Context: an optimization exercise on an open-source flow, tuned for small area. The choices shown serve that exercise and are no tape-out recipe. Function was checked by simulation only, so behaviour that the tests miss may differ from the original. Power is estimated from default activity; no workload was simulated.

==> flow/design.v <==
module crc16_ccitt_table (
  input  wire [15:0] crc,
  input  wire        d,
  input  wire        cmp,
  output wire [15:0] nxt,
  output wire        diff
);
  assign diff = crc[15] ^ d;
  wire   g    = diff & ~cmp;
  assign nxt  = {crc[14:12], crc[11] ^ g, crc[10:5], crc[4] ^ g, crc[3:0],
                 crc[15] ^ (d & ~cmp)};
endmodule
module sector_reader (
  input  wire        clk,
  input  wire        rst,
  input  wire        cmd_valid,
  input  wire [2:0]  cmd_op,
  input  wire [7:0]  cmd_c,
  input  wire [7:0]  cmd_h,
  input  wire [7:0]  cmd_r,
  input  wire [7:0]  cmd_n,
  input  wire        stop,
  input  wire        mfm,
  input  wire        skip,
  input  wire [7:0]  gap,
  input  wire [1:0]  scan_cond,
  input  wire [7:0]  scan_byte,
  input  wire        scan_over,
  input  wire        sink_ovr,
  input  wire        poll,
  input  wire        bit_in,
  input  wire        index,
  input  wire        phys_ok,
  output wire        busy,
  output reg         data_valid,
  output wire [7:0]  data_byte,
  output reg         done,
  output reg  [3:0]  done_code,
  output reg         wrong_am,
  output wire [7:0]  id_c,
  output wire [7:0]  id_h,
  output wire [7:0]  id_r,
  output wire [7:0]  id_n,
  output wire [15:0] id_crc,
  output wire [7:0]  err_bits,
  output wire        cmp_match
);
  localparam [2:0] PH_IDLE = 3'b000;
  localparam [2:0] PH_SNF  = 3'b001;
  localparam [2:0] PH_SPIN = 3'b010;
  localparam [2:0] PH_TAIL = 3'b011;    
  localparam [2:0] PH_FID  = 3'b100;
  localparam [2:0] PH_RID  = 3'b101;
  localparam [2:0] PH_FDA  = 3'b110;
  localparam [2:0] PH_DATA = 3'b111;    
  localparam [2:0] F_RD   = 3'd0;
  localparam [2:0] F_RDD  = 3'd1;
  localparam [2:0] F_VFY  = 3'd2;
  localparam [2:0] F_SCAN = 3'd3;
  localparam [2:0] F_RSID = 3'd4;
  localparam [2:0] F_RT   = 3'd5;
  localparam [3:0] SIG_FINISHREAD    = 4'd1;
  localparam [3:0] SIG_TRACKFINISH   = 4'd2;
  localparam [3:0] SIG_FINISHCOMPARE = 4'd3;
  localparam [3:0] SIG_SECTORID      = 4'd4;
  localparam [3:0] SIG_HEADERCRC     = 4'd6;
  localparam [3:0] SIG_DATACRC       = 4'd7;
  localparam [3:0] SIG_OVERRUN       = 4'd8;
  localparam [3:0] SIG_NOIDAM        = 4'd9;
  localparam [3:0] SIG_NODATAAM      = 4'd10;
  localparam [3:0] SIG_BADCYL        = 4'd11;
  localparam [3:0] SIG_WRONGCYL      = 4'd12;
  localparam [3:0] SIG_NOSECTOR      = 4'd13;
  localparam [2:0] CL_ID    = 3'd0;    
  localparam [2:0] CL_SRCH  = 3'd1;    
  localparam [2:0] CL_OVR   = 3'd2;    
  localparam [2:0] CL_NDA   = 3'd3;    
  localparam [2:0] CL_FIELD = 3'd4;    
  localparam [15:0] C_FM_IDAM  = 16'hEF21;
  localparam [15:0] C_FM_DAM   = 16'hBF84;
  localparam [15:0] C_FM_DDAM  = 16'h8FE7;
  localparam [15:0] C_MFM_IDAM = 16'hB230;
  localparam [15:0] C_MFM_DAM  = 16'hE295;
  localparam [15:0] C_MFM_DDAM = 16'hD2F6;
  reg [2:0]  ph;
  reg [2:0]  fam;
  reg [15:0] sh;           
  reg [15:0] crc;
  reg [31:0] idr;          
  reg [6:0]  cnt;          
  reg [1:0]  sync;         
  reg [1:0]  idx;          
  reg        idf;          
  reg        e0, e3, e4;   
  reg        bad;          
  reg        allsat;       
  reg [2:0]  ph_n;
  reg [2:0]  fam_n;
  reg [15:0] sh_n;
  reg [15:0] crc_n;
  reg [31:0] idr_n;
  reg [6:0]  cnt_n;
  reg [1:0]  sync_n, idx_n;
  reg        idf_n, e0_n, e3_n, e4_n, bad_n, allsat_n;
  reg        dv_n, dn_n, wam_n;
  reg [2:0]  cls, cls_n;
  assign busy      = ph[2] | ph[1];
  assign data_byte = {sh[14], sh[12], sh[10], sh[8], sh[6], sh[4], sh[2], sh[0]};
  assign id_c      = idr[31:24];
  assign id_h      = idr[23:16];
  assign id_r      = idr[15:8];
  assign id_n      = idr[7:0];
  assign id_crc    = crc;
  assign err_bits  = {3'b000, e4, e3, 1'b0, bad, e0};
  assign cmp_match = allsat;
  wire [15:0] win = {sh[14:0], bit_in};
  wire [7:0]  dec = {sh[13], sh[11], sh[9], sh[7], sh[5], sh[3], sh[1], bit_in};
  wire [14:0] dcnt = idr[22:8];
  wire [15:0] dinc = {1'b0, dcnt} + 16'd1;
  wire        bnd  = &cnt[3:0];            
  wire fm_idam  = (win == 16'hF57E);
  wire fm_dam   = (win == 16'hF56F);
  wire fm_ddam  = (win == 16'hF56A);
  wire m_sync   = (win == 16'h4489);
  wire m_idam   = (win == 16'h5554);
  wire m_dam    = (win == 16'h5545);
  wire m_ddam   = (win == 16'h554A);
  wire w_idam = mfm ? m_idam : fm_idam;
  wire w_dam  = mfm ? m_dam  : fm_dam;
  wire w_ddam = mfm ? m_ddam : fm_ddam;
  wire is_rt   = (fam == F_RT);
  wire is_rsid = (fam == F_RSID);
  wire is_rdd  = (fam == F_RDD);
  wire is_scan = (fam == F_SCAN);
  wire is_vfy  = (fam == F_VFY);
  always @(*) begin
    case (cls)
      CL_ID:    done_code = bad ? SIG_HEADERCRC : SIG_SECTORID;
      CL_SRCH:  done_code = !idf ? SIG_NOIDAM : e4 ? SIG_WRONGCYL :
                            e3 ? SIG_BADCYL : SIG_NOSECTOR;
      CL_OVR:   done_code = SIG_OVERRUN;
      CL_NDA:   done_code = SIG_NODATAAM;
      default:  done_code = is_rt ? SIG_TRACKFINISH : bad ? SIG_DATACRC :
                            is_scan ? SIG_FINISHCOMPARE : SIG_FINISHREAD;
    endcase
  end
  wire [15:0] crc_step;
  wire        crc_diff;
  wire        crc_cmp = (ph == PH_RID) ? cnt[6] : (ph == PH_TAIL);
  crc16_ccitt_table u_crc (
    .crc  (crc),
    .d    (bit_in),
    .cmp  (crc_cmp),
    .nxt  (crc_step),
    .diff (crc_diff)
  );
  wire scan_lt = (dec < scan_byte);
  wire scan_eq = (dec == scan_byte);
  reg  scan_sat;
  always @(*) begin
    if (&scan_byte)
      scan_sat = 1'b1;
    else if (scan_cond == 2'd0)
      scan_sat = scan_eq;
    else if (scan_cond == 2'd1)
      scan_sat = scan_lt | scan_eq;
    else
      scan_sat = ~scan_lt;
  end
  wire idb_mis = (dec != idr[31:24]);
  wire last_data = dinc[15];
  wire [14:0] len_start;
  genvar gi;
  generate
    for (gi = 0; gi < 15; gi = gi + 1) begin : g_len
      if (gi < 7) begin : g_lo
        assign len_start[gi] = 1'b0;
      end else begin : g_hi
        assign len_start[gi] = (idr[3:0] <= gi - 7);
      end
    end
  endgenerate
  wire tail_end  = dcnt[8];
  reg        cmd_ok, hit_w, hit_o, grid3;
  reg [2:0]  ph2;
  always @(*) begin
    ph_n     = ph;
    fam_n    = fam;
    sh_n     = sh;
    crc_n    = crc;
    idr_n    = idr;
    cnt_n    = poll ? cnt + 7'd1 : cnt;
    sync_n   = sync;
    idx_n    = idx;
    idf_n    = idf;
    e0_n     = e0;
    e3_n     = e3;
    e4_n     = e4;
    bad_n    = bad;
    allsat_n = allsat;
    dv_n     = 1'b0;
    dn_n     = 1'b0;
    wam_n    = 1'b0;
    cls_n    = CL_SRCH;
    hit_w    = 1'b0;
    hit_o    = 1'b0;
    grid3    = 1'b0;
    ph2      = ph;
    cmd_ok = cmd_valid && !busy && (cmd_op != 3'd7) && (cmd_n[7:4] == 4'd0) &&
             (cmd_n[3:0] <= 4'd8);
    if (poll)
      sh_n = win;
    if (stop) begin
      ph_n = PH_IDLE;
    end else if (cmd_ok) begin
      idr_n  = {cmd_c, cmd_h, cmd_r, cmd_n};
      fam_n  = (cmd_op == 3'd6) ? F_RT : cmd_op;
      sync_n = 2'd0;
      idx_n  = 2'd0;
      idf_n  = 1'b0;
      e0_n   = 1'b0;
      e3_n   = 1'b0;
      e4_n   = 1'b0;
      sh_n   = 16'd0;
      if (!phys_ok)
        ph_n = PH_SNF;
      else if (cmd_op == 3'd5)
        ph_n = PH_SPIN;
      else
        ph_n = PH_FID;
    end else if (poll) begin
      case (ph)
        PH_FID, PH_FDA: begin
          if (!mfm) begin
            grid3 = 1'b1;
          end else begin
            if (m_sync) begin
              cnt_n  = 7'd0;
              sync_n = (bnd && sync != 2'd0) ? ((sync == 2'd3) ? 2'd3 : sync + 2'd1) : 2'd1;
            end else if (bnd && sync != 2'd0) begin
              sync_n = 2'd0;
              grid3  = (sync == 2'd3);
            end
          end
          if (ph == PH_FID)
            hit_w = grid3 & w_idam;
          else begin
            hit_w = grid3 & (is_rdd ? w_ddam : w_dam);
            hit_o = grid3 & (is_rdd ? w_dam  : w_ddam);
          end
          if (hit_w || (hit_o && !skip)) begin
            cnt_n    = 7'd0;
            if (ph == PH_FDA)
              idr_n[22:8] = len_start;
            bad_n    = 1'b0;
            allsat_n = 1'b1;
            wam_n    = hit_o;
            ph2      = (ph == PH_FID) ? PH_RID : PH_DATA;
            if (ph == PH_FID)
              crc_n = mfm ? C_MFM_IDAM : C_FM_IDAM;
            else if (is_rdd ^ hit_o)
              crc_n = mfm ? C_MFM_DDAM : C_FM_DDAM;
            else
              crc_n = mfm ? C_MFM_DAM : C_FM_DAM;
          end else if (hit_o) begin
            ph2 = PH_FID;
          end
        end
        PH_RID: begin
          if (cnt[0]) begin
            crc_n = crc_step;
            if (cnt[6]) bad_n = bad | crc_diff;
          end
          if (bnd && !cnt[6]) begin
            idr_n = {idr[23:0], is_rsid ? dec : idr[31:24]};
            if (cnt[5:4] == 2'd0) begin
              sync_n   = {idb_mis & ~(&dec), idb_mis & (&dec)};
              allsat_n = 1'b1;
            end else if (!(cnt[5:4] == 2'd2 && is_rt)) begin
              allsat_n = allsat & ~idb_mis;
            end
          end
          if (bnd && cnt[6] && cnt[4]) begin
            sync_n = 2'd0;
            if (bad_n) begin
              if (is_rt) begin
                e0_n = 1'b1;
                ph2  = PH_FDA;
              end else if (is_rsid) begin
                ph2  = PH_FID;
              end else begin
                dn_n   = 1'b1;
                cls_n  = CL_ID;
                ph2    = PH_IDLE;
              end
            end else begin
              idf_n = 1'b1;
              if (is_rsid) begin
                dn_n   = 1'b1;
                cls_n  = CL_ID;
                ph2    = PH_IDLE;
              end else if (sync == 2'd0 && allsat) begin
                ph2 = PH_FDA;
              end else begin
                e3_n = e3 | sync[0];
                e4_n = e4 | sync[1];
                ph2  = PH_FID;
              end
            end
          end
        end
        PH_DATA: begin
          if (cnt[0])
            crc_n = crc_step;
          if (bnd) begin
            if (is_scan) begin
              if (scan_over) begin
                dn_n   = 1'b1;
                cls_n  = CL_OVR;
                ph2    = PH_IDLE;
              end else if (!scan_sat)
                allsat_n = 1'b0;
            end else if (!is_vfy) begin
              dv_n = 1'b1;
              if (sink_ovr) begin
                dn_n   = 1'b1;
                cls_n  = CL_OVR;
                ph2    = PH_IDLE;
              end
            end
            idr_n[22:8] = dinc[14:0];
            if (last_data) begin
              idr_n[16:8] = {1'b0, ~gap};
              if (ph2 != PH_IDLE)
                ph2 = PH_TAIL;
            end
          end
        end
        PH_TAIL: begin
          if (cnt[0] && !sync[1]) begin
            crc_n = crc_step;
            bad_n = bad | crc_diff;
          end
          if (bnd)
            sync_n = {sync[1] | sync[0], ~(sync[1] | sync[0])};
          if (bnd)
            idr_n[16:8] = dinc[8:0];
          if (bnd && tail_end) begin
            dn_n = 1'b1;
            ph2  = PH_IDLE;
            cls_n = CL_FIELD;
          end
        end
        default: ;
      endcase
      if (index && idx != 2'd2)
        idx_n = idx + 2'd1;
      if (ph2 == PH_SPIN && idx_n == 2'd2) begin
        idx_n = 2'd0;
        sh_n  = 16'd0;
        ph2   = PH_FID;
      end
      ph_n = ph2;
      if (ph2 == PH_SNF) begin
        if (idx_n == 2'd2) begin
          dn_n   = 1'b1;
          ph_n   = PH_IDLE;
        end
      end else if (ph2 != PH_IDLE) begin
        if (!phys_ok || (idx_n == 2'd2 && ph2[2] && ph2 != PH_DATA)) begin
          dn_n = 1'b1;
          ph_n = PH_IDLE;
          if (ph2 == PH_FDA || ph2 == PH_DATA || ph2 == PH_TAIL)
            cls_n = CL_NDA;
        end
      end
    end
  end
  always @(posedge clk) begin
    if (rst) begin
      ph         <= PH_IDLE;
      data_valid <= 1'b0;
      done       <= 1'b0;
      wrong_am   <= 1'b0;
    end else begin
      ph         <= ph_n;
      data_valid <= dv_n;
      done       <= dn_n;
      wrong_am   <= wam_n;
    end
  end
  always @(posedge clk) begin
    fam       <= fam_n;
    sh        <= sh_n;
    crc       <= crc_n;
    idr       <= idr_n;
    cnt       <= cnt_n;
    sync      <= sync_n;
    idx       <= idx_n;
    idf       <= idf_n;
    e0        <= e0_n;
    e3        <= e3_n;
    e4        <= e4_n;
    bad       <= bad_n;
    allsat    <= allsat_n;
    cls       <= cls_n;
  end
endmodule
==> flow/flow/run.sh <==
#!/bin/bash
# Standard ORFS layout (the standard.sh, standard synthesis unchanged) with
# two layout choices: the port buffers are the smallest buffer cell, and clock
# tree synthesis uses smaller clock buffers without dummy loads.
set -euo pipefail
cat >> config.mk <<'EOC'
export BUFFER_PORTS_ARGS = -buffer_cell sky130_fd_sc_hd__buf_1
export CTS_ARGS = -sink_clustering_enable -repair_clock_nets -dont_use_dummy_load -buf_list sky130_fd_sc_hd__clkbuf_8
EOC
bash standard.sh finish > standard.log 2>&1
==> flow/standard.sh <==
#!/bin/bash
# synth_recipe.tcl (not shown) runs the flow's synth.tcl, then flattens the netlist and writes it again
# the make line also repeats each setting of config.mk as NAME=value (left out here)
make -C /OpenROAD-flow-scripts/flow DESIGN_CONFIG=/design/flow/config.mk WORK_HOME=/design/flow/orfs CLKGATE_MAP_FILE= SYNTH_SCRIPT=/design/flow/synth_recipe.tcl "${@:-finish}"
==> flow/config.mk <==
export PLATFORM = sky130hd
export DESIGN_NAME = sector_reader
export DESIGN_NICKNAME = sector_reader
export VERILOG_FILES = /design/flow/design.v
export SDC_FILE = /design/flow/constraint.sdc
export NUM_CORES = 4
export LEC_CHECK = 0
export CAP_MARGIN = 20
export CORE_MARGIN = 2
export CORE_UTILIZATION = 50
export PLACE_DENSITY = 0.65
export SLEW_MARGIN = 20
export BUFFER_PORTS_ARGS = -buffer_cell sky130_fd_sc_hd__buf_1
export CTS_ARGS = -sink_clustering_enable -repair_clock_nets -dont_use_dummy_load -buf_list sky130_fd_sc_hd__clkbuf_8
==> flow/constraint.sdc <==
create_clock -name core_clock -period 8.0 [get_ports {clk}]
set_input_delay 1.6000 -clock core_clock [delete_from_list [all_inputs] [get_ports {clk}]]
set_output_delay 1.6000 -clock core_clock [all_outputs]
set_load 0.01 [all_outputs]
==> flow_summary.yaml, run 1 <==
worst_setup_path:
  cp-end-kind: "register"
  reg2reg_depth: 7
  start_kind: "input pin"
  path_cells: "buf_1 > nor3b_1 > nor2_1 > nor4_1 > a21oi_1 > o31ai_1 > o21ai_0 > a21oi_1"
  required_ps: 7990
  rrSetupSlack_ps: 4060
  critPathKind: "input pin to register"
  r2r-end: "idr[8]"
  slowest_stage: "a21oi_1"
  slowest_delay_ps: 750
  path_common_cell: "a21oi_1"
  reg2reg_from: "ph[2]"
  path_max_fanout: 9
  cp.arrival_ps: 4420
synth:
  synth_area_sq_um: 5990
  synth_common_cells: "nand2_1, edfxtp_1, nor2_1"
  yosysSeqAreaShare: 0.411
  ys_types: 70
  yosysTopAreaCell: "edfxtp_1"
  synthCells: 675
  synth_ff_type: "edfxtp_1"
  async_reset_ff_frac: 0
  netlist.area_leader.share: 0.311
  yosys_warnings: 1
  syn_area_per_cell_sq_um: 8.88
  yosys-top-cells-area: "edfxtp_1, dfxtp_1, nand2_1"
  yosys_register_bits: 92
  synth_edf_count: 62
  synth.most_common_cell: "nand2_1"
sta:
  skew_ps: 26.2
  slew_headroom: 0.391
  period_share: 0.553
  max_freq_mhz: 226
  finalSetupTns_ps: 0
  setup_violations: 0
  hold_viol: 0
  fin_hold_ws_ps: 481
  rsz0062_at_grt: "no"
  worstMarginPinSlew_ps: 913
  min_period_ps: 4420
  slew_viol_final: 0
worst_hold_path:
  min_from: "cnt[1]"
  hold_depth: 1
  hp-class: "register to register"
  hold_end: "cnt[1]"
clock_tree:
  cts.sinks: 92
  cts_tree: "built"
  postCtsResizedCells: 0
  cts_htree_levels: 3
  ctsHoldBuffers: 0
  clockRootBuffer: "clkbuf_8"
  clock_latency_ps: 390
  postCtsSetupRepairBufs: 0
  cts.clk_slew.worst_paths_ps: 80
  clk_path_buf_depth: 2
  cts_buffers: 9
cells_and_area:
  area_growth_pct: 11.0
  drive_gt1_frac: 0.0536
  nNetsFinal: 864
  fin_cells: 927
  n_antenna_cell: 0
floorplanning:
  die_h_um: 113
  pin_count: 138
  die-width_um: 113
  core_sq_um: 11600
  die-area_sq_um: 12900
  rows: 39
  start_util: 0.518
routing:
  vias: 5826
  first_iter_violations: 758
  routedWlPerCell_um: 20.4
  ant_nets: 0
  wl_mm: 18.9
  drc: 0
  routed_via_density: 6.28
  dr.pass1.iters: 9
global_route:
  grt_usage: 0.295
  grt_pass1_vias: 5408
  grt_antenna_before_repair: 0
  grt_max_degree: 37
  grt_pass1_wl_mm: 29.3
  gr-total-overflow: 0
place:
  numPlacedInstances: 918
  gp_congestion: 0.976
  post-dp-hpwl_mm: 14.3
  portBuffers: 133
run:
  max_cap_viol_count: 0
power_and_ir_drop:
  power.density_nw_per_um2: 162
  max-vdd-ir-drop_mv: 0.138
  cellLeakagePower_uw: 0.00232
status:
  outcome: "finished clean"
-- state kept, by name (all words and copies together), names as in the netlist, 2 cells and up, named ones only --
name	cells
cls	3
cnt	6
crc	16
fam	3
idr	32
idx	2
ph	3
sh	15
sync	2
-- report_power, final --
group          internal (uW)  switching, uW  leakage (uW)  total (uW)
registers                545           72.2      0.000788         617
logic                    100            103       0.00147         203
clock network            101            155     0.0000647         257
total                    746            331       0.00232        1080
-- critical path, delay by kind of cell --
kind                   cells  cell delay [ps]
AND/OR/NAND/NOR            3              940
buffers and inverters      1              310
AO/OA/AOI/OAI              4             1550
-- logic make-up (layout without fill, tap and decap cells) --
family	Yosys count	after routing	share of synthesized area
buffers and inverters	69	175	0.0511
DFF	92	92	0.411
AOI/OAI and AO/OA	165	165	0.186
other	1	4	0.000626
and+or+nand+nor	283	283	0.240
muxes	24	24	0.0432
xor gates and xnor gates	28	28	0.0409
adders and majority gates	13	13	0.0271
-- layout make-up --
| class | count | area (sq um) |
|---|---|---|
| Fill cell | 1081 | 4910 |
| Multi-Input combinational cell | 517 | 3240 |
| Sequential cell | 92 | 2460 |
| Timing Repair Buffer | 140 | 552 |
| Tap cell | 143 | 179 |
| Clock buffer | 9 | 124 |
| Inverter | 26 | 97.6 |
-- layer usage --
layer  routed length, um  track usage
met5                   0            0
met4                 465        0.107
met3                1690       0.0563
met2                8200        0.444
met1                8520        0.425
-- cell usage in the layout (no fill, tap or decap), types with 5 or more instances in the layout --
master | netlist | final
buf_4 | 9 | 7
o21ai_0 | 38 | 38
xor2_1 | 19 | 19
a21o_1 | 7 | 7
mux2i_1 | 9 | 9
dfxtp_1 | 30 | 30
a32o_1 | 6 | 6
mux2_2 | 15 | 15
xnor2_1 | 9 | 9
a22oi_1 | 7 | 7
nand2_1 | 87 | 87
nor3b_1 | 5 | 5
ha_1 | 13 | 13
nand3_1 | 28 | 28
buf_1 | 7 | 133
nor2_1 | 54 | 54
a21oi_1 | 41 | 41
clkbuf_8 | 0 | 9
inv_1 | 25 | 25
a221oi_1 | 8 | 8
nor2b_1 | 9 | 9
o221ai_1 | 7 | 7
nand4_1 | 20 | 20
edfxtp_1 | 62 | 62
nor3_1 | 15 | 15
nand2b_1 | 10 | 10
nor4_1 | 8 | 8
and3_1 | 20 | 20
o21a_1 | 11 | 11
-- worst max path at each step --
stage	startpoint	to	slack (ps)
2_1_floorplan	mfm	crc[0]	3940
3_3_place_gp	mfm	idr[10]	3440
3_5_place_dp	mfm	idr[8]	3340
4_1_cts	mfm	idr[8]	3710
5_1_grt	mfm	idr[8]	3420
6_report	mfm	idr[8]	3580
-- stage by stage --
stage	worst slack, ps	util	cell area, sq um	total power, uW
floorplan	3940	-	6000	750
CTS	3710	0.575	6650	1080
global placement	3440	0.564	6530	819
finish	3580	0.575	6650	1080
global route	3420	0.575	6650	1130
detailed placement	3340	0.564	6530	829
==> run 2: changes to the inputs <==
==> flow/flow/run.sh (replaced) <==
#!/bin/bash
# Standard ORFS layout (the standard.sh, standard synthesis unchanged) with
# these layout choices: the buffers that synthesis (ABC) inserted are removed
# at floorplan, the port buffers are the smallest buffer cell, and clock tree
# synthesis uses clkbuf_8 without dummy loads. The make output goes to
# standard.log; each ORFS step keeps its own log under orfs/logs.
set -euo pipefail
cat >> config.mk <<'EOC'
export REMOVE_ABC_BUFFERS = 1
export BUFFER_PORTS_ARGS = -buffer_cell sky130_fd_sc_hd__buf_1
export CTS_ARGS = -sink_clustering_enable -repair_clock_nets -dont_use_dummy_load -buf_list sky130_fd_sc_hd__clkbuf_8
EOC
bash standard.sh finish > standard.log 2>&1
--- a/flow/config.mk
+++ b/flow/config.mk
@@ -10,4 +10,6 @@
 export CORE_UTILIZATION = 50
+export GPL_TIMING_DRIVEN = 0
 export PLACE_DENSITY = 0.65
 export SLEW_MARGIN = 20
+export REMOVE_ABC_BUFFERS = 1
 export BUFFER_PORTS_ARGS = -buffer_cell sky130_fd_sc_hd__buf_1
==> flow_summary.yaml, run 2 <==
worst_setup_path:
  rrSetupSlack_ps: 3990
  reg2reg_from: "ph[2]"
  path_max_fanout: 9
  critPathKind: "input pin to register"
  cp.arrival_ps: 4540
  r2r-end: "idr[14]"
  reg2reg_depth: 7
  cp-end-kind: "register"
  required_ps: 8010
  start_kind: "input pin"
  startpoint: "mfm"
clock_tree:
  clock_latency_ps: 400
  cts.clk_slew.worst_paths_ps: 80
  ctsHoldBuffers: 0
  postCtsResizedCells: 0
  postCtsSetupRepairBufs: 0
  cts_tree: "built"
  clockRootBuffer: "clkbuf_8"
  cts.sinks: 92
  cts_buffers: 9
  cts_htree_levels: 3
  clk_path_buf_depth: 2
routing:
  route.top_layer_used: "met4"
  dr.pass1.iters: 5
  drc: 0
  wl_met1_mm: 7.88
  routedWlPerCell_um: 20.2
  routed_via_density: 6.25
  met2_length_mm: 8.64
  first_iter_violations: 471
  wl_mm: 18.7
  vias: 5772
  dr_wl_met3_mm: 1.52
  ant_nets: 0
floorplanning:
  die_h_um: 113
  die-area_sq_um: 12900
  pin_count: 138
  start_util: 0.518
  core_sq_um: 11600
  rows: 39
  die-width_um: 113
synth:
  netlist.area_leader.share: 0.311
  ys_types: 70
  yosysSeqAreaShare: 0.411
  synthCells: 675
  async_reset_ff_frac: 0
  syn_area_per_cell_sq_um: 8.88
  synth_ff_type: "edfxtp_1"
  yosys-top-cells-area: "edfxtp_1, dfxtp_1, nand2_1"
  synth_edf_count: 62
  yosysTopAreaCell: "edfxtp_1"
  synth.most_common_cell: "nand2_1"
  yosys_warnings: 1
  yosys_register_bits: 92
  synth_common_cells: "nand2_1, edfxtp_1, nor2_1"
  synth_area_sq_um: 5990
global_route:
  grt_antenna_before_repair: 0
  gr-total-overflow: 0
  grt_pass1_vias: 5487
  grt_pass1_wl_mm: 29.1
  grt_usage: 0.291
  grt_max_degree: 37
sta:
  worstMarginPinSlew_ps: 1050
  period_share: 0.566
  min_period_ps: 4530
  finalSetupTns_ps: 0
  rsz0062_at_grt: "no"
  skew_ps: 34.0
  slew_headroom: 0.301
  fin_ws_ps: 3470
  hold_viol: 0
  setup_violations: 0
  slew_viol_final: 0
  max_freq_mhz: 221
worst_hold_path:
  min_from: "cnt[1]"
  hold_end: "cnt[1]"
  hp-class: "register to register"
  hold_depth: 1
cells_and_area:
  final_common_cell: "buf_1"
  n_antenna_cell: 0
  multiInputGateArea_sq_um: 3250
  area_growth_pct: 11.3
  reg.largest.list: "idr (32), crc (16), sh (15)"
  final_cell_mix: "buf_1, nand2_1, edfxtp_1, nor2_1, a21oi_1"
  regArea_sq_um: 2460
  fillers: 1112
  nNetsFinal: 861
  drive_gt1_frac: 0.0563
  design_area_sq_um: 6670
  largest_reg_flops: 32
  top_register: "idr"
power_and_ir_drop:
  comb_power_share: 0.189
  p_switching_uw: 329
  netSwitchingFraction: 0.306
  power.density_nw_per_um2: 161
  cellLeakagePower_uw: 0.00232
  max-vdd-ir-drop_mv: 0.144
  seqPwrFrac: 0.573
  p_int_uw: 746
  clockPowerShare: 0.239
status:
  outcome: "finished clean"
place:
  place_ws_ps: 3150
  placed_area_sq_um: 6550
  portBuffers: 133
  gp_congestion: 0.954
  post-dp-hpwl_mm: 13.8
run:
  max_cap_viol_count: 0
[run 2: per-stage QoR]
stage / power (uW) / utilization / instances / hold WS [ps]
6_report: 1070 / 0.577 / 924 / 496
3_3_place_gp: 812 / 0.560 / 911 / 469
2_1_floorplan: 741 / - / 635 / 457
3_5_place_dp: 825 / 0.566 / 915 / 482
4_1_cts: 1080 / 0.577 / 924 / 494
5_1_grt: 1120 / 0.577 / 924 / 515
[run 2: worst max-delay path: stages]
cell     delay, ps
buf_1          400
nor3b_1        360
nor2_1          90
nor4_1         450
a21oi_1        100
o31ai_1        510
o21ai_0        170
a21oi_1        840
[run 2: worst max-delay path by stage]
stage / depth (start not counted) / end / slack [ps]
2_1_floorplan: 4 / idr[0] / 3180
3_3_place_gp: 5 / idr[5] / 1730
3_5_place_dp: 8 / idr[14] / 3150
4_1_cts: 8 / idr[14] / 3530
5_1_grt: 8 / idr[12] / 3160
6_report: 8 / idr[14] / 3470
[run 2: layout make-up]
type,instances,share of cell area
Clock buffer,9,0.0186
Tap cell,143,0.0268
Inverter,26,0.0146
Multi-Input combinational cell,517,0.487
Timing Repair Buffer,137,0.0842
Sequential cell,92,0.369
[run 2: logic make-up after synthesis]
group                    synth area share
adder cells (fa/ha/maj)            0.0271
AND/OR/NAND/NOR                     0.240
other                            0.000626
buffers and inverters              0.0511
flip-flops                          0.411
XOR/XNOR                           0.0409
multiplexers                       0.0432
AO/OA/AOI/OAI                       0.186
[run 2: power groups by stage]
stage,Sequential [uW],Combinational (uW),Clock [uW]
6_report,616,203,256
5_1_grt,621,226,274
4_1_cts,614,202,260
3_5_place_dp,625,201,0
3_3_place_gp,621,191,0
2_1_floorplan,607,134,0
[run 2: routing by layer]
layer  GRT usage  vias to the layer above
li1            -                     2700
met1       0.384                     2748
met2       0.467                      285
met3      0.0622                       39
met4       0.123                        0
met5           0                        -
==> run 3: changes to the inputs <==
--- a/flow/design.v
+++ b/flow/design.v
@@ -47,10 +47,10 @@
 );
-  localparam [2:0] PH_IDLE = 3'b000;
-  localparam [2:0] PH_SNF  = 3'b001;
-  localparam [2:0] PH_SPIN = 3'b010;
-  localparam [2:0] PH_TAIL = 3'b011;    
-  localparam [2:0] PH_FID  = 3'b100;
-  localparam [2:0] PH_RID  = 3'b101;
-  localparam [2:0] PH_FDA  = 3'b110;
-  localparam [2:0] PH_DATA = 3'b111;    
+  localparam [2:0] PH_IDLE = 3'd0;
+  localparam [2:0] PH_SNF  = 3'd1;
+  localparam [2:0] PH_SPIN = 3'd2;
+  localparam [2:0] PH_TAIL = 3'd3;    
+  localparam [2:0] PH_FID  = 3'd4;
+  localparam [2:0] PH_RID  = 3'd5;
+  localparam [2:0] PH_FDA  = 3'd6;
+  localparam [2:0] PH_DATA = 3'd7;    
   localparam [2:0] F_RD   = 3'd0;
@@ -96,2 +96,3 @@
   reg        allsat;       
+  reg        cy;           
   reg [2:0]  ph_n;
@@ -103,6 +104,6 @@
   reg [1:0]  sync_n, idx_n;
-  reg        idf_n, e0_n, e3_n, e4_n, bad_n, allsat_n;
+  reg        idf_n, e0_n, e3_n, e4_n, bad_n, allsat_n, cy_n;
   reg        dv_n, dn_n, wam_n;
   reg [2:0]  cls, cls_n;
-  assign busy      = ph[2] | ph[1];
+  assign busy      = (ph != PH_IDLE) && (ph != PH_SNF);
   assign data_byte = {sh[14], sh[12], sh[10], sh[8], sh[6], sh[4], sh[2], sh[0]};
@@ -117,4 +118,3 @@
   wire [7:0]  dec = {sh[13], sh[11], sh[9], sh[7], sh[5], sh[3], sh[1], bit_in};
-  wire [14:0] dcnt = idr[22:8];
-  wire [15:0] dinc = {1'b0, dcnt} + 16'd1;
+  wire        cin  = (cnt[3:0] == 4'd0) ? !(ph == PH_TAIL && sync == 2'd0) : cy;
   wire        bnd  = &cnt[3:0];            
@@ -148,3 +148,3 @@
   wire        crc_diff;
-  wire        crc_cmp = (ph == PH_RID) ? cnt[6] : (ph == PH_TAIL);
+  wire        crc_cmp = (ph != PH_DATA) && !(ph == PH_RID && !cnt[6]);
   crc16_ccitt_table u_crc (
@@ -170,3 +170,3 @@
   wire idb_mis = (dec != idr[31:24]);
-  wire last_data = dinc[15];
+  wire last_data = cin & idr[8];      
   wire [14:0] len_start;
@@ -182,3 +182,3 @@
   endgenerate
-  wire tail_end  = dcnt[8];
+  wire tail_end  = idr[17];            
   reg        cmd_ok, hit_w, hit_o, grid3;
@@ -200,2 +200,3 @@
     allsat_n = allsat;
+    cy_n     = cy;
     dv_n     = 1'b0;
@@ -212,2 +213,4 @@
       sh_n = win;
+    if (poll && cnt[0])
+      crc_n = crc_step;
     if (stop) begin
@@ -216,3 +219,10 @@
       idr_n  = {cmd_c, cmd_h, cmd_r, cmd_n};
-      fam_n  = (cmd_op == 3'd6) ? F_RT : cmd_op;
+      case (cmd_op)
+        3'd0:    fam_n = F_RD;
+        3'd1:    fam_n = F_RDD;
+        3'd2:    fam_n = F_VFY;
+        3'd3:    fam_n = F_SCAN;
+        3'd4:    fam_n = F_RSID;
+        default: fam_n = F_RT;
+      endcase
       sync_n = 2'd0;
@@ -253,3 +263,3 @@
             if (ph == PH_FDA)
-              idr_n[22:8] = len_start;
+              idr_n[23:8] = {1'b1, len_start};
             bad_n    = 1'b0;
@@ -269,6 +279,4 @@
         PH_RID: begin
-          if (cnt[0]) begin
-            crc_n = crc_step;
-            if (cnt[6]) bad_n = bad | crc_diff;
-          end
+          if (cnt[0] && cnt[6])
+            bad_n = bad | crc_diff;
           if (bnd && !cnt[6]) begin
@@ -312,4 +320,2 @@
         PH_DATA: begin
-          if (cnt[0])
-            crc_n = crc_step;
           if (bnd) begin
@@ -330,3 +336,2 @@
             end
-            idr_n[22:8] = dinc[14:0];
             if (last_data) begin
@@ -339,10 +344,6 @@
         PH_TAIL: begin
-          if (cnt[0] && !sync[1]) begin
-            crc_n = crc_step;
+          if (cnt[0] && !sync[1])
             bad_n = bad | crc_diff;
-          end
           if (bnd)
             sync_n = {sync[1] | sync[0], ~(sync[1] | sync[0])};
-          if (bnd)
-            idr_n[16:8] = dinc[8:0];
           if (bnd && tail_end) begin
@@ -355,2 +356,7 @@
       endcase
+      if (ph == PH_DATA || ph == PH_TAIL) begin
+        if (!(ph == PH_DATA && bnd && last_data))
+          idr_n[23:8] = {idr[8] ^ cin, idr[23:9]};
+        cy_n = cin & idr[8];
+      end
       if (index && idx != 2'd2)
@@ -369,3 +375,3 @@
       end else if (ph2 != PH_IDLE) begin
-        if (!phys_ok || (idx_n == 2'd2 && ph2[2] && ph2 != PH_DATA)) begin
+        if (!phys_ok || (idx_n == 2'd2 && (ph2 == PH_FID || ph2 == PH_RID || ph2 == PH_FDA))) begin
           dn_n = 1'b1;
@@ -405,2 +411,3 @@
     allsat    <= allsat_n;
+    cy        <= cy_n;
     cls       <= cls_n;
==> flow_summary.yaml, run 3 <==
status:
  outcome: "finished clean"
cells_and_area:
  final_cell_mix: "buf_1, nand2_1, nor2_1, a21oi_1, edfxtp_1"
  final_common_cell: "buf_1"
  nNetsFinal: 856
  n_antenna_cell: 0
  largest_reg_flops: 32
  top_register: "idr"
  fillers: 1098
  drive_gt1_frac: 0.0426
  reg.largest.list: "idr (32), crc (16), sh (15)"
  area_growth_pct: 11.7
power_and_ir_drop:
  clockPowerShare: 0.197
  p_switching_uw: 465
  p_int_uw: 849
  comb_power_share: 0.258
  cellLeakagePower_uw: 0.00239
  netSwitchingFraction: 0.354
  max-vdd-ir-drop_mv: 0.162
  seqPwrFrac: 0.545
  power.density_nw_per_um2: 201
  power_uw: 1310
clock_tree:
  ctsHoldBuffers: 0
  cts.sinks: 93
  clock_latency_ps: 380
  cts.clk_slew.worst_paths_ps: 90
  postCtsResizedCells: 0
  cts_tree: "built"
  clk_path_buf_depth: 2
  cts_htree_levels: 3
  postCtsSetupRepairBufs: 0
  cts_buffers: 9
  clockRootBuffer: "clkbuf_8"
worst_setup_path:
  slowest_delay_ps: 490
  cp_top_family: "simple AND/OR/NAND/NOR gates"
  start_kind: "input pin"
  startpoint: "mfm"
  reg2reg_from: "ph[2]"
  cp.arrival_ps: 4590
  required_ps: 8240
  path_cells: "buf_1 > nor4b_2 > o2111ai_1 > a2111oi_2 > o21ai_2 > nor2_1 > nand2_1 > nor3_1 > a21oi_1"
  cp-end-kind: "register"
  crit_buf_inv: 1
  path_max_fanout: 21
  critPathKind: "input pin to register"
  r2r-end: "crc[11]"
  slowest_stage: "nand2_1"
  rrSetupSlack_ps: 3990
  reg2reg_depth: 11
routing:
  wl_mm: 18.0
  drc: 0
  ant_nets: 0
  first_iter_violations: 536
  routedWlPerCell_um: 19.6
  dr.pass1.iters: 5
  vias: 5804
  routed_via_density: 6.33
synth:
  yosys_warnings: 1
  syn_area_per_cell_sq_um: 8.73
  synth_edf_count: 47
  async_reset_ff_frac: 0
  yosysSeqAreaShare: 0.399
  synth_area_sq_um: 5840
  synth_common_cells: "nand2_1, nor2_1, a21oi_1"
  synthCells: 669
  yosys-top-cells-area: "edfxtp_1, dfxtp_1, mux2i_1"
  yosysTopAreaCell: "edfxtp_1"
  netlist.area_leader.share: 0.242
  synth_ff_type: "edfxtp_1"
  ys_types: 74
  synth.most_common_cell: "nand2_1"
  yosys_register_bits: 93
floorplanning:
  die_h_um: 112
  pin_count: 138
  die-area_sq_um: 12600
  core_sq_um: 11400
  start_util: 0.511
  rows: 39
  die-width_um: 112
worst_hold_path:
  min_from: "crc[9]"
  hold_depth: 2
  hp-class: "register to register"
  hold_end: "crc[9]"
sta:
  hold_viol: 0
  fin_hold_ws_ps: 513
  period_share: 0.543
  slew_viol_final: 0
  max_freq_mhz: 230
  min_period_ps: 4350
  setup_violations: 0
  rsz0062_at_grt: "no"
  slew_headroom: 0.396
  skew_ps: 14.2
  finalSetupTns_ps: 0
  worstMarginPinSlew_ps: 906
place:
  post-dp-hpwl_mm: 13.3
  portBuffers: 133
  gp_congestion: 0.922
global_route:
  grt_usage: 0.287
  grt_antenna_before_repair: 0
  grt_pass1_vias: 5363
  grt_pass1_wl_mm: 28.5
  grt_max_degree: 36
  gr-total-overflow: 0
run:
  max_cap_viol_count: 0
run 3: final cells by class:
type,count,area [sq um],area share
Sequential cell,93,2330,0.357
Inverter,19,72.6,0.0111
Clock buffer,9,124,0.0190
Timing Repair Buffer,135,539,0.0827
Multi-Input combinational cell,518,3280,0.502
Tap cell,143,179,0.0274
run 3: through the flow:
stage	instance area (sq um)	instances	setup WS [ps]	utilization
2_1_floorplan	5640	630	1650	-
5_1_grt	6520	917	3430	0.571
4_1_cts	6520	917	3700	0.571
3_3_place_gp	6320	906	-1090	0.554
6_report	6520	917	3650	0.571
3_5_place_dp	6400	908	3310	0.560
run 3: worst register-to-register path: cells and delay by family (launching register included):
| family | cells | cell delay, ps |
|---|---|---|
| simple gates | 5 | 1880 |
| compound gates | 4 | 740 |
| buf+inv | 2 | 420 |
| flops | 1 | 820 |
run 3: worst max path at each step:
stage / end / cells past startpoint
global placement: sh[0] / 8
global route: crc[8] / 9
CTS: crc[11] / 9
floorplan: sh[0] / 7
finish: crc[11] / 9
detailed placement: crc[11] / 9
run 3: power by group through the flow:
stage          logic [uW]  registers [uW]  clock network, uW
3_5_place_dp          338             727                  0
5_1_grt               384             734                280
2_1_floorplan         204             721                  0
3_3_place_gp          326             721                  0
6_report              339             717                259
4_1_cts               340             716                259
run 3: cell families after synthesis:
family / count (synthesis) / synth area share
buffers and inverters: 61 / 0.0476
multiplexers: 36 / 0.0624
adder cells (fa/ha/maj): 15 / 0.0321
XOR/XNOR: 17 / 0.0255
AO/OA/AOI/OAI: 186 / 0.212
other: 1 / 0.000642
AND/OR/NAND/NOR: 260 / 0.220
flip-flops: 93 / 0.399
run 3: metal layers:
metal / GRT usage / up-vias / wire length [um]
met4: 0.121 / 0 / 581
met5: 0 / - / 0
met3: 0.0405 / 42 / 1610
li1: - / 2697 / -
met1: 0.407 / 2748 / 7820
met2: 0.443 / 317 / 7990
==> run 4: changes to the inputs <==
==> flow/flow/run.sh (replaced) <==
#!/bin/bash
# Standard ORFS layout (the standard.sh, standard synthesis unchanged) with
# two layout choices: the port buffers are the smallest buffer cell, and clock
# tree synthesis uses smaller clock buffers without dummy loads.
set -euo pipefail
cat >> config.mk <<'EOC'
export BUFFER_PORTS_ARGS = -buffer_cell sky130_fd_sc_hd__buf_1
export CTS_ARGS = -sink_clustering_enable -repair_clock_nets -dont_use_dummy_load -buf_list sky130_fd_sc_hd__clkbuf_8
EOC
bash standard.sh finish > standard.log 2>&1
--- a/flow/config.mk
+++ b/flow/config.mk
@@ -7,9 +7,7 @@
 export LEC_CHECK = 0
-export CAP_MARGIN = 20
+export CAP_MARGIN = 0
 export CORE_MARGIN = 2
 export CORE_UTILIZATION = 50
-export GPL_TIMING_DRIVEN = 0
 export PLACE_DENSITY = 0.65
-export SLEW_MARGIN = 20
-export REMOVE_ABC_BUFFERS = 1
+export SLEW_MARGIN = 0
 export BUFFER_PORTS_ARGS = -buffer_cell sky130_fd_sc_hd__buf_1
==> flow_summary.yaml, run 4 <==
status:
  outcome: "finished clean"
sta:
  worstMarginPinSlew_ps: 925
  max_freq_mhz: 239
  hold_viol: 0
  min_period_ps: 4180
  fin_ws_ps: 3820
  period_share: 0.522
  setup_violations: 0
  finalSetupTns_ps: 0
  slew_viol_final: 0
  skew_ps: 19.3
  slew_headroom: 0.384
  rsz0062_at_grt: "no"
power_and_ir_drop:
  max-vdd-ir-drop_mv: 0.196
  netSwitchingFraction: 0.354
  clockPowerShare: 0.193
  p_switching_uw: 465
  power.density_nw_per_um2: 202
  p_int_uw: 848
  comb_power_share: 0.258
  cellLeakagePower_uw: 0.00240
  seqPwrFrac: 0.549
floorplanning:
  start_util: 0.511
  die_h_um: 112
  die-width_um: 112
  rows: 39
  core_sq_um: 11400
  die-area_sq_um: 12600
  pin_count: 138
worst_setup_path:
  cp-end-kind: "register"
  cp.arrival_ps: 4410
  rrSetupSlack_ps: 4220
  required_ps: 8240
  r2r-end: "crc[11]"
  startpoint: "mfm"
  reg2reg_depth: 11
  critPathKind: "input pin to register"
  path_max_fanout: 21
  start_kind: "input pin"
  reg2reg_from: "ph[2]"
global_route:
  grt_max_degree: 36
  grt_pass1_vias: 5512
  grt_usage: 0.289
  grt_antenna_before_repair: 0
  grt_pass1_wl_mm: 28.7
  gr-total-overflow: 0
synth:
  synth_edf_count: 47
  synth.most_common_cell: "nand2_1"
  synth_ff_type: "edfxtp_1"
  synth_common_cells: "nand2_1, nor2_1, a21oi_1"
  yosys_register_bits: 93
  async_reset_ff_frac: 0
  synth_area_sq_um: 5840
  yosysSeqAreaShare: 0.399
  yosys-top-cells-area: "edfxtp_1, dfxtp_1, mux2i_1"
  ys_types: 74
  yosys_warnings: 1
  syn_area_per_cell_sq_um: 8.73
  yosysTopAreaCell: "edfxtp_1"
  synthCells: 669
  netlist.area_leader.share: 0.242
clock_tree:
  postCtsSetupRepairBufs: 0
  cts_tree: "built"
  clock_latency_ps: 380
  ctsHoldBuffers: 0
  cts_buffers: 9
  cts.sinks: 93
  clockRootBuffer: "clkbuf_8"
  postCtsResizedCells: 0
  clk_path_buf_depth: 2
  cts_htree_levels: 3
  cts.clk_slew.worst_paths_ps: 80
cells_and_area:
  area_growth_pct: 11.5
  reg.largest.list: "idr (32), crc (16), sh (15)"
  final_common_cell: "buf_1"
  nNetsFinal: 861
  drive_gt1_frac: 0.0424
  top_register: "idr"
  fillers: 1095
  largest_reg_flops: 32
  post-route-util: 0.570
  n_antenna_cell: 0
  final_cell_mix: "buf_1, nand2_1, nor2_1, a21oi_1, edfxtp_1"
routing:
  dr.pass1.iters: 6
  routedWlPerCell_um: 19.6
  ant_nets: 0
  vias: 5786
  wl_mm: 18.1
  drc: 0
  first_iter_violations: 455
  routed_via_density: 6.28
place:
  post-dp-hpwl_mm: 13.5
  gp_congestion: 0.984
  place_ws_ps: 3470
  portBuffers: 133
worst_hold_path:
  hold_depth: 2
  hold_end: "cnt[2]"
  hp-class: "register to register"
  min_from: "cnt[2]"
run:
  max_cap_viol_count: 0
[run 4: cell counts after synthesis]
Identical to the previous run, type by type.
[run 4: how the worst max path moves through the flow]
stage                   end  cells after the start
floorplan            sh[10]                      8
global placement     crc[8]                      9
detailed placement  crc[11]                      9
CTS                 crc[11]                      9
global route         crc[8]                      9
finish              crc[11]                      9
[run 4: final cells by class]
type / instances / area (sq um) / share of cell area
clock buffer: 9 / 124 / 0.0190
sequential: 93 / 2330 / 0.358
multi-input combinational: 518 / 3250 / 0.499
inverter: 19 / 71.3 / 0.0110
timing repair buffer: 140 / 552 / 0.0848
tap: 143 / 179 / 0.0275
[run 4: cells by family (layout without fill, tap and decap cells)]
logic type | count (synthesis) | count (layout) | share of synthesized area
adder cells (fa/ha/maj) | 15 | 15 | 0.0321
flip-flops | 93 | 93 | 0.399
XOR/XNOR | 17 | 17 | 0.0255
AO/OA/AOI/OAI | 186 | 186 | 0.212
AND/OR/NAND/NOR | 260 | 260 | 0.220
buffers and inverters | 61 | 168 | 0.0476
multiplexers | 36 | 36 | 0.0624
other | 1 | 4 | 0.000642
[run 4: layer usage]
metal,wire length (um),part of all wire,global-route usage,vias to the layer above
li1,-,-,-,2706
met1,7930,0.44,0.397,2680
met2,8040,0.44,0.441,354
met3,1610,0.089,0.0562,46
met4,530,0.029,0.138,0
met5,0,0,0,-
[run 4: stage by stage]
step | std cells | hold WS (ps) | area, sq um | power (uW)
6_report | 922 | 506 | 6510 | 1310
2_1_floorplan | 672 | 468 | 5850 | 936
4_1_cts | 922 | 508 | 6510 | 1320
5_1_grt | 922 | 529 | 6510 | 1390
3_3_place_gp | 913 | 488 | 6380 | 1060
3_5_place_dp | 913 | 495 | 6380 | 1070
[run 4: worst max-delay path: stages]
cell and delay [ps]:
buf_1 330, nor4b_2 330, o2111ai_1 230, a2111oi_2 450
o21ai_2 220, nor2_1 280, nand2_1 460, nor3_1 430
a21oi_1 70
[run 4: power by group through the flow]
stage                     Combinational [uW]  Sequential [uW]  Clock [uW]
final                                    339              721         253
after detailed placement                 338              732           0
after floorplan                          225              711           0
after global placement                   328              727           0
after CTS                                340              720         255
after global routing                     383              737         273
==> run 5: changes to the inputs <==
--- a/flow/config.mk
+++ b/flow/config.mk
@@ -7,3 +7,3 @@
 export LEC_CHECK = 0
-export CAP_MARGIN = 0
+export CAP_MARGIN = 20
 export CORE_MARGIN = 2
@@ -11,3 +11,3 @@
 export PLACE_DENSITY = 0.65
-export SLEW_MARGIN = 0
+export SLEW_MARGIN = 20
 export BUFFER_PORTS_ARGS = -buffer_cell sky130_fd_sc_hd__buf_1
==> flow_summary.yaml, run 5 <==
status:
  outcome: "finished clean"
worst_setup_path:
  rrSetupSlack_ps: 4220
  reg2reg_depth: 11
  cp_top_family: "simple AND/OR/NAND/NOR gates"
  crit_buf_inv: 1
  reg2reg_from: "ph[2]"
  path_max_fanout: 21
  r2r-end: "crc[11]"
  critPathKind: "input pin to register"
  path_cells: "buf_1 > nor4b_2 > o2111ai_1 > a2111oi_2 > o21ai_2 > nor2_1 > nand2_1 > nor3_1 > a21oi_1"
  required_ps: 8240
  cp.arrival_ps: 4410
  slowest_delay_ps: 460
  slowest_stage: "nand2_1"
  cp-end-kind: "register"
  start_kind: "input pin"
clock_tree:
  cts_htree_levels: 3
  cts_tree: "built"
  postCtsSetupRepairBufs: 0
  cts.clk_slew.worst_paths_ps: 80
  postCtsResizedCells: 0
  cts_buffers: 9
  clock_latency_ps: 380
  clk_path_buf_depth: 2
  clockRootBuffer: "clkbuf_8"
  cts.sinks: 93
  ctsHoldBuffers: 0
routing:
  routedWlPerCell_um: 19.6
  dr_wl_met3_mm: 1.61
  ant_nets: 0
  dr.pass1.iters: 6
  route.top_layer_used: "met4"
  routed_via_density: 6.28
  vias: 5786
  met2_length_mm: 8.04
  wl_met1_mm: 7.93
  first_iter_violations: 455
  drc: 0
  wl_mm: 18.1
synth:
  netlist.area_leader.share: 0.242
  synth_edf_count: 47
  synth.most_common_cell: "nand2_1"
  synth_ff_type: "edfxtp_1"
  yosysTopAreaCell: "edfxtp_1"
  yosys_warnings: 1
  ys_types: 74
  synth_common_cells: "nand2_1, nor2_1, a21oi_1"
  syn_area_per_cell_sq_um: 8.73
  synthCells: 669
  yosys-top-cells-area: "edfxtp_1, dfxtp_1, mux2i_1"
  yosysSeqAreaShare: 0.399
  yosys_register_bits: 93
  synth_area_sq_um: 5840
  async_reset_ff_frac: 0
floorplanning:
  die_h_um: 112
  start_util: 0.511
  rows: 39
  pin_count: 138
  core_sq_um: 11400
  die-area_sq_um: 12600
  die-width_um: 112
global_route:
  grt_pass1_wl_mm: 28.7
  grt_max_degree: 36
  grt_antenna_before_repair: 0
  gr-total-overflow: 0
  grt_pass1_vias: 5512
  grt_usage: 0.289
sta:
  skew_ps: 19.3
  min_period_ps: 4180
  period_share: 0.522
  fin_ws_ps: 3820
  max_freq_mhz: 239
  finalSetupTns_ps: 0
  fin_hold_ws_ps: 506
  rsz0062_at_grt: "no"
  setup_violations: 0
  slew_viol_final: 0
  hold_viol: 0
  slew_headroom: 0.384
  worstMarginPinSlew_ps: 925
cells_and_area:
  multiInputGateArea_sq_um: 3250
  fin_cells: 922
  regArea_sq_um: 2330
  area_growth_pct: 11.5
  final_common_cell: "buf_1"
  final_cell_mix: "buf_1, nand2_1, nor2_1, a21oi_1, edfxtp_1"
  top_register: "idr"
  largest_reg_flops: 32
  n_antenna_cell: 0
  post-route-util: 0.570
  fillers: 1095
  nNetsFinal: 861
  reg.largest.list: "idr (32), crc (16), sh (15)"
  drive_gt1_frac: 0.0424
worst_hold_path:
  hold_end: "cnt[2]"
  hold_depth: 2
  hp-class: "register to register"
  min_from: "cnt[2]"
power_and_ir_drop:
  cellLeakagePower_uw: 0.00240
  max-vdd-ir-drop_mv: 0.196
  comb_power_share: 0.258
  p_switching_uw: 465
  power.density_nw_per_um2: 202
  netSwitchingFraction: 0.354
  p_int_uw: 848
  seqPwrFrac: 0.549
  clockPowerShare: 0.193
run:
  max_cap_viol_count: 0
place:
  portBuffers: 133
  post-dp-hpwl_mm: 13.5
  numPlacedInstances: 913
  place_ws_ps: 3470
  gp_congestion: 0.984
[run 5: cell counts after synthesis]
No cell type changed its count.
[run 5: logic make-up after synthesis]
kind of cell / synth area share
compound gates: 0.212
flops: 0.399
other cells: 0.000642
xor+xnor: 0.0255
fa+ha+maj: 0.0321
buf+inv: 0.0476
mux: 0.0624
simple gates: 0.220
[run 5: per-layer routing]
metal,vias to the layer above,track usage
met4,0,0.138
met1,2680,0.397
li1,2706,-
met2,354,0.441
met5,-,0
met3,46,0.0562
[run 5: how the worst max path moves through the flow]
stage / start / to / cells after the start
2_1_floorplan: cmd_n[7] / sh[10] / 8
3_3_place_gp: mfm / crc[8] / 9
3_5_place_dp: mfm / crc[11] / 9
4_1_cts: mfm / crc[11] / 9
5_1_grt: mfm / crc[8] / 9
6_report: mfm / crc[11] / 9
[run 5: layout make-up]
cell class | instances | share of cell area
well taps | 143 | 0.0275
clock buffers | 9 | 0.0190
repair buffers | 140 | 0.0848
multi-input cells | 518 | 0.499
inverters | 19 | 0.0110
flip-flops and latches | 93 | 0.358
[run 5: tightest hold or removal path, cell delays in order (launching register included)]
cell	delay [ps]
dfxtp_1	350
nand2_1	60
o21ai_1	50
[run 5: power by group through the flow]
stage	Combinational, uW	Sequential, uW	Clock, uW
2_1_floorplan	225	711	0
3_3_place_gp	328	727	0
3_5_place_dp	338	732	0
4_1_cts	340	720	255
5_1_grt	383	737	273
6_report	339	721	253
[run 5: metrics by stage]
step	area [sq um]	power (uW)
after detailed placement	6380	1070
after global placement	6380	1060
after CTS	6510	1320
final	6510	1310
after global routing	6510	1390
after floorplan	5850	936
==> run 6: changes to the inputs <==
--- a/flow/flow/run.sh
+++ b/flow/flow/run.sh
@@ -7,2 +7,3 @@
 export BUFFER_PORTS_ARGS = -buffer_cell sky130_fd_sc_hd__buf_1
+export GPL_KEEP_OVERFLOW = 0
 export CTS_ARGS = -sink_clustering_enable -repair_clock_nets -dont_use_dummy_load -buf_list sky130_fd_sc_hd__clkbuf_8
--- a/flow/config.mk
+++ b/flow/config.mk
@@ -13,2 +13,3 @@
 export BUFFER_PORTS_ARGS = -buffer_cell sky130_fd_sc_hd__buf_1
+export GPL_KEEP_OVERFLOW = 0
 export CTS_ARGS = -sink_clustering_enable -repair_clock_nets -dont_use_dummy_load -buf_list sky130_fd_sc_hd__clkbuf_8
==> flow_summary.yaml, run 6 <==
routing:
  routed_via_density: 6.31
  vias: 5791
  wl_mm: 18.3
  routedWlPerCell_um: 19.9
  dr.pass1.iters: 5
  drc: 0
  ant_nets: 0
  first_iter_violations: 504
cells_and_area:
  area_growth_pct: 12.2
  final_cell_mix: "buf_1, nand2_1, nor2_1, a21oi_1, edfxtp_1"
  drive_gt1_frac: 0.0426
  top_register: "idr"
  reg.largest.list: "idr (32), crc (16), sh (15)"
  final_common_cell: "buf_1"
  fin_cells: 918
  n_antenna_cell: 0
  largest_reg_flops: 32
  nNetsFinal: 857
worst_setup_path:
  cp-end-kind: "register"
  start_kind: "input pin"
  slowest_delay_ps: 520
  slowest_stage: "nand2_1"
  crit_buf_inv: 1
  required_ps: 8250
  path_max_fanout: 21
  path_cells: "buf_1 > nor4b_2 > o2111ai_1 > a2111oi_2 > o21ai_2 > nor2_1 > nand2_1 > nor3_1 > a21oi_1"
  cp_top_family: "simple AND/OR/NAND/NOR gates"
  critPathKind: "input pin to register"
  cp.arrival_ps: 4620
sta:
  worstMarginPinSlew_ps: 930
  period_share: 0.546
  finalSetupTns_ps: 0
  fin_ws_ps: 3630
  rsz0062_at_grt: "no"
  max_freq_mhz: 229
  setup_violations: 0
  skew_ps: 22.1
  slew_viol_final: 0
  slew_headroom: 0.380
  min_period_ps: 4370
  hold_viol: 0
global_route:
  grt_antenna_before_repair: 0
  grt_pass1_wl_mm: 29.4
  grt_max_degree: 36
  grt_usage: 0.297
  gr-total-overflow: 0
  grt_pass1_vias: 5518
status:
  outcome: "finished clean"
place:
  gp_congestion: 0.922
  portBuffers: 133
  numPlacedInstances: 908
  post-dp-hpwl_mm: 13.7
  place_ws_ps: 2870
clock_tree:
  ctsHoldBuffers: 0
  postCtsSetupRepairBufs: 0
  clockRootBuffer: "clkbuf_8"
  cts.sinks: 93
  postCtsResizedCells: 0
  cts_htree_levels: 3
  clk_path_buf_depth: 2
  cts_tree: "built"
  cts.clk_slew.worst_paths_ps: 80
  cts_buffers: 9
  clock_latency_ps: 390
power_and_ir_drop:
  seqPwrFrac: 0.546
  power.density_nw_per_um2: 202
  clockPowerShare: 0.195
  netSwitchingFraction: 0.358
  p_int_uw: 850
  cellLeakagePower_uw: 0.00240
  comb_power_share: 0.259
  max-vdd-ir-drop_mv: 0.194
  p_switching_uw: 475
floorplanning:
  core_sq_um: 11400
  die_h_um: 112
  start_util: 0.511
  rows: 39
  pin_count: 138
  die-area_sq_um: 12600
  die-width_um: 112
synth:
  ys_types: 74
  synth_common_cells: "nand2_1, nor2_1, a21oi_1"
  yosys-top-cells-area: "edfxtp_1, dfxtp_1, mux2i_1"
  yosysSeqAreaShare: 0.399
  yosys_warnings: 1
  synth.most_common_cell: "nand2_1"
  synth_ff_type: "edfxtp_1"
  yosysTopAreaCell: "edfxtp_1"
  synthCells: 669
  async_reset_ff_frac: 0
  syn_area_per_cell_sq_um: 8.73
  synth_edf_count: 47
  synth_area_sq_um: 5840
  yosys_register_bits: 93
  netlist.area_leader.share: 0.242
run:
  max_cap_viol_count: 0
worst_hold_path:
  hp-class: "register to register"
## run 6: changes by cell type in the layout (fill, tap and decap cells not counted), sizes merged
cell    delta
clkbuf     +1
buf        -5
## run 6: worst paths after layout
| kind | from | end | slack, ps | cells after the start |
|---|---|---|---|---|
| min | crc[8] | crc[9] | 500 | 2 |
| max reg2reg | ph[2] | crc[8] | 3980 | 11 |
| max | mfm | crc[8] | 3630 | 9 |
| min reg2reg | crc[8] | crc[9] | 500 | 2 |
## run 6: power groups by stage
stage	Sequential (uW)	Combinational, uW	Clock [uW]
2_1_floorplan	711	225	0
3_3_place_gp	726	327	0
3_5_place_dp	733	341	0
4_1_cts	722	343	263
5_1_grt	741	386	277
6_report	723	343	258
## run 6: worst min-delay path, delay by kind of cell (launching register included)
kind / cells / cell delay [ps]
DFF: 1 / 350
muxes: 1 / 70
and+or+nand+nor: 1 / 60
## run 6: layer usage
| layer | wire length [um] | track usage |
|---|---|---|
| met2 | 8120 | 0.449 |
| met1 | 8030 | 0.421 |
| met3 | 1510 | 0.0443 |
| met4 | 635 | 0.140 |
| met5 | 0 | 0 |
## run 6: layout make-up
type,instances,area (sq um)
multi-input combinational,518,3280
inverter,19,71.3
clock buffer,9,124
tap,143,179
timing repair buffer,136,564
sequential,93,2330
fill,1119,4870
## run 6: stage by stage
| step | hold WS [ps] | util | power (uW) | cell area (sq um) |
|---|---|---|---|---|
| after floorplan | 468 | - | 936 | 5850 |
| after CTS | 508 | 0.571 | 1330 | 6520 |
| after global placement | 484 | 0.554 | 1050 | 6320 |
| final | 504 | 0.573 | 1320 | 6550 |
| after global routing | 539 | 0.573 | 1400 | 6550 |
| after detailed placement | 493 | 0.560 | 1070 | 6400 |
## run 6: cell families (layout without fill, tap and decap cells)
family                     after synthesis  after routing  synth area share
AOI/OAI and AO/OA                      186            186             0.212
buffers and inverters                   61            164            0.0476
DFF                                     93             93             0.399
xor gates and xnor gates                17             17            0.0255
and+or+nand+nor                        260            260             0.220
adders and majority gates               15             15            0.0321
muxes                                   36             36            0.0624
other                                    1              4          0.000642
==> run 7: changes to the inputs <==
--- a/flow/flow/run.sh
+++ b/flow/flow/run.sh
@@ -7,3 +7,2 @@
 export BUFFER_PORTS_ARGS = -buffer_cell sky130_fd_sc_hd__buf_1
-export GPL_KEEP_OVERFLOW = 0
 export CTS_ARGS = -sink_clustering_enable -repair_clock_nets -dont_use_dummy_load -buf_list sky130_fd_sc_hd__clkbuf_8
--- a/flow/config.mk
+++ b/flow/config.mk
@@ -9,7 +9,6 @@
 export CORE_MARGIN = 2
-export CORE_UTILIZATION = 50
-export PLACE_DENSITY = 0.65
+export CORE_UTILIZATION = 80
+export PLACE_DENSITY = 0.92
 export SLEW_MARGIN = 20
 export BUFFER_PORTS_ARGS = -buffer_cell sky130_fd_sc_hd__buf_1
-export GPL_KEEP_OVERFLOW = 0
 export CTS_ARGS = -sink_clustering_enable -repair_clock_nets -dont_use_dummy_load -buf_list sky130_fd_sc_hd__clkbuf_8
==> flow_summary.yaml, run 7 <==
clock_tree:
  cts_tree: "built"
  cts.sinks: 93
  cts_buffers: 9
  clockRootBuffer: "clkbuf_8"
  cts.clk_slew.worst_paths_ps: 90
  clock_latency_ps: 370
  cts_htree_levels: 3
  clk_path_buf_depth: 2
  postCtsResizedCells: 0
  postCtsSetupRepairBufs: 0
  ctsHoldBuffers: 0
floorplanning:
  start_util: 0.814
  core_sq_um: 7180
  die-width_um: 89.4
  die-area_sq_um: 8000
  rows: 31
  die_h_um: 89.4
  pin_count: 138
worst_setup_path:
  cp-end-kind: "register"
  critPathKind: "input pin to register"
  required_ps: 8230
  start_kind: "input pin"
  path_max_fanout: 21
  cp.arrival_ps: 4430
global_route:
  grt_antenna_before_repair: 0
  grt_max_degree: 36
  grt_pass1_wl_mm: 28.0
  grt_usage: 0.459
  grt_pass1_vias: 5650
  gr-total-overflow: 0
synth:
  synth_ff_type: "edfxtp_1"
  netlist.area_leader.share: 0.242
  syn_area_per_cell_sq_um: 8.73
  yosys_warnings: 1
  synth_edf_count: 47
  ys_types: 74
  async_reset_ff_frac: 0
  yosys_register_bits: 93
  synth.most_common_cell: "nand2_1"
  yosys-top-cells-area: "edfxtp_1, dfxtp_1, mux2i_1"
  synth_area_sq_um: 5840
  yosysSeqAreaShare: 0.399
  synthCells: 669
  yosysTopAreaCell: "edfxtp_1"
  synth_common_cells: "nand2_1, nor2_1, a21oi_1"
power_and_ir_drop:
  power_uw: 1340
  power.density_nw_per_um2: 208
  cellLeakagePower_uw: 0.00240
  max-vdd-ir-drop_mv: 0.233
routing:
  ant_nets: 0
  wl_mm: 18.3
  routed_via_density: 7.20
  dr.pass1.iters: 10
  routedWlPerCell_um: 20.8
  vias: 6317
  first_iter_violations: 1132
  drc: 0
cells_and_area:
  nNetsFinal: 860
  final_common_cell: "buf_1"
  top_register: "idr"
  n_antenna_cell: 0
  final_cell_mix: "buf_1, nand2_1, nor2_1, a21oi_1, edfxtp_1"
  largest_reg_flops: 32
  reg.largest.list: "idr (32), crc (16), sh (15)"
  drive_gt1_frac: 0.0424
  design_area_sq_um: 6450
  area_growth_pct: 10.5
run:
  max_cap_viol_count: 0
sta:
  setup_violations: 0
  worstMarginPinSlew_ps: 957
  slew_headroom: 0.362
  skew_ps: 22.3
  hold_viol: 0
  finalSetupTns_ps: 0
  rsz0062_at_grt: "no"
  fin_ws_ps: 3800
  max_freq_mhz: 238
  period_share: 0.525
  min_period_ps: 4200
  slew_viol_final: 0
  fin_hold_ws_ps: 513
place:
  place_ws_ps: 3610
  placed_area_sq_um: 6320
  portBuffers: 133
  gp_congestion: 1.09
  post-dp-hpwl_mm: 13.2
status:
  outcome: "finished clean"
worst_hold_path:
  hp-class: "register to register"
run 7: cell counts after synthesis:
No cell type changed its count.
run 7: report_power, final:
| group | switching (uW) | total, uW | leakage (uW) | internal [uW] |
|---|---|---|---|---|
| registers | 134 | 727 | 0.000825 | 592 |
| logic | 203 | 360 | 0.00151 | 157 |
| clock network | 153 | 254 | 0.0000647 | 101 |
| total | 490 | 1340 | 0.00240 | 850 |
run 7: cell families after synthesis:
kind of cell,after synthesis,share of synthesized area
buffers and inverters,61,0.0476
adders and majority gates,15,0.0321
and+or+nand+nor,260,0.220
AOI/OAI and AO/OA,186,0.212
muxes,36,0.0624
DFF,93,0.399
other,1,0.000642
xor gates and xnor gates,17,0.0255
run 7: final timing paths:
kind,startpoint,depth (start not counted),slack (ps),endpoint
min,cnt[2],2,510,cnt[2]
max reg2reg,ph[2],11,4150,crc[6]
min reg2reg,cnt[2],2,510,cnt[2]
max,mfm,9,3800,crc[6]
run 7: worst max-delay path, stage by stage:
cell	delay (ps)
buf_1	380
nor4b_2	380
o2111ai_1	240
a2111oi_2	440
o21ai_2	210
nor2_1	270
nand2_1	440
a21oi_1	390
a21oi_1	90
run 7: per-stage QoR:
stage          std cells   util
4_1_cts              877  0.898
3_5_place_dp         868  0.881
5_1_grt              877  0.899
3_3_place_gp         868  0.881
6_report             877  0.899
2_1_floorplan        672      -
run 7: per-layer routing:
layer / vias up / share of wire / track usage
li1: 2701 / - / -
met1: 2781 / 0.33 / 0.566
met2: 661 / 0.45 / 0.733
met3: 174 / 0.15 / 0.139
met4: 0 / 0.066 / 0.229
met5: - / 0 / 0
run 7: layout make-up:
type                    count  area [sq um]
clock buffers               9           124
repair buffers            139           544
well taps                  99           124
inverters                  19          71.3
flip-flops and latches     93          2330
multi-input cells         518          3250
fillers                   333           727

## port drivers added, routing unchanged
No port has a modelled driver above. Below, the same layouts with a new extraction and two added sets of constraints. Step 1 assumes that a clkbuf_16 drives the clock port and a buf_2 every other input. Step 2 times the ports against the registers' clock, not the clock port: input delays grow and output delays shrink by t, the midpoint of the rising clock arrivals with the driver on. a / b / c = no drivers / after step 1 / after step 2; a / b = the first two.
run | t (ns) | setup slack, ns | hold slack, ns | slew at the worst register clock pin (ns)
run 1 | 0.410 | 3.576 / 3.583 / 3.172 | 0.481 / 0.481 / 0.481 | 0.10 / 0.10
run 2 | 0.417 | 3.473 / 3.484 / 3.067 | 0.496 / 0.496 / 0.496 | 0.10 / 0.10
run 3 | 0.410 | 3.653 / 3.667 / 3.257 | 0.513 / 0.513 / 0.513 | 0.09 / 0.09
run 4 | 0.407 | 3.824 / 3.840 / 3.433 | 0.506 / 0.506 / 0.506 | 0.09 / 0.09
run 5 | 0.407 | 3.824 / 3.840 / 3.433 | 0.506 / 0.506 / 0.506 | 0.09 / 0.09
run 6 | 0.416 | 3.629 / 3.642 / 3.226 | 0.504 / 0.504 / 0.504 | 0.09 / 0.09
run 7 | 0.391 | 3.803 / 3.811 / 3.420 | 0.513 / 0.513 / 0.513 | 0.09 / 0.09
After both steps setup and hold are still met in every run listed. For run 2, which loses most, drivers alone change the setup slack by +0.011 ns; drivers and shift together by -0.406 ns.
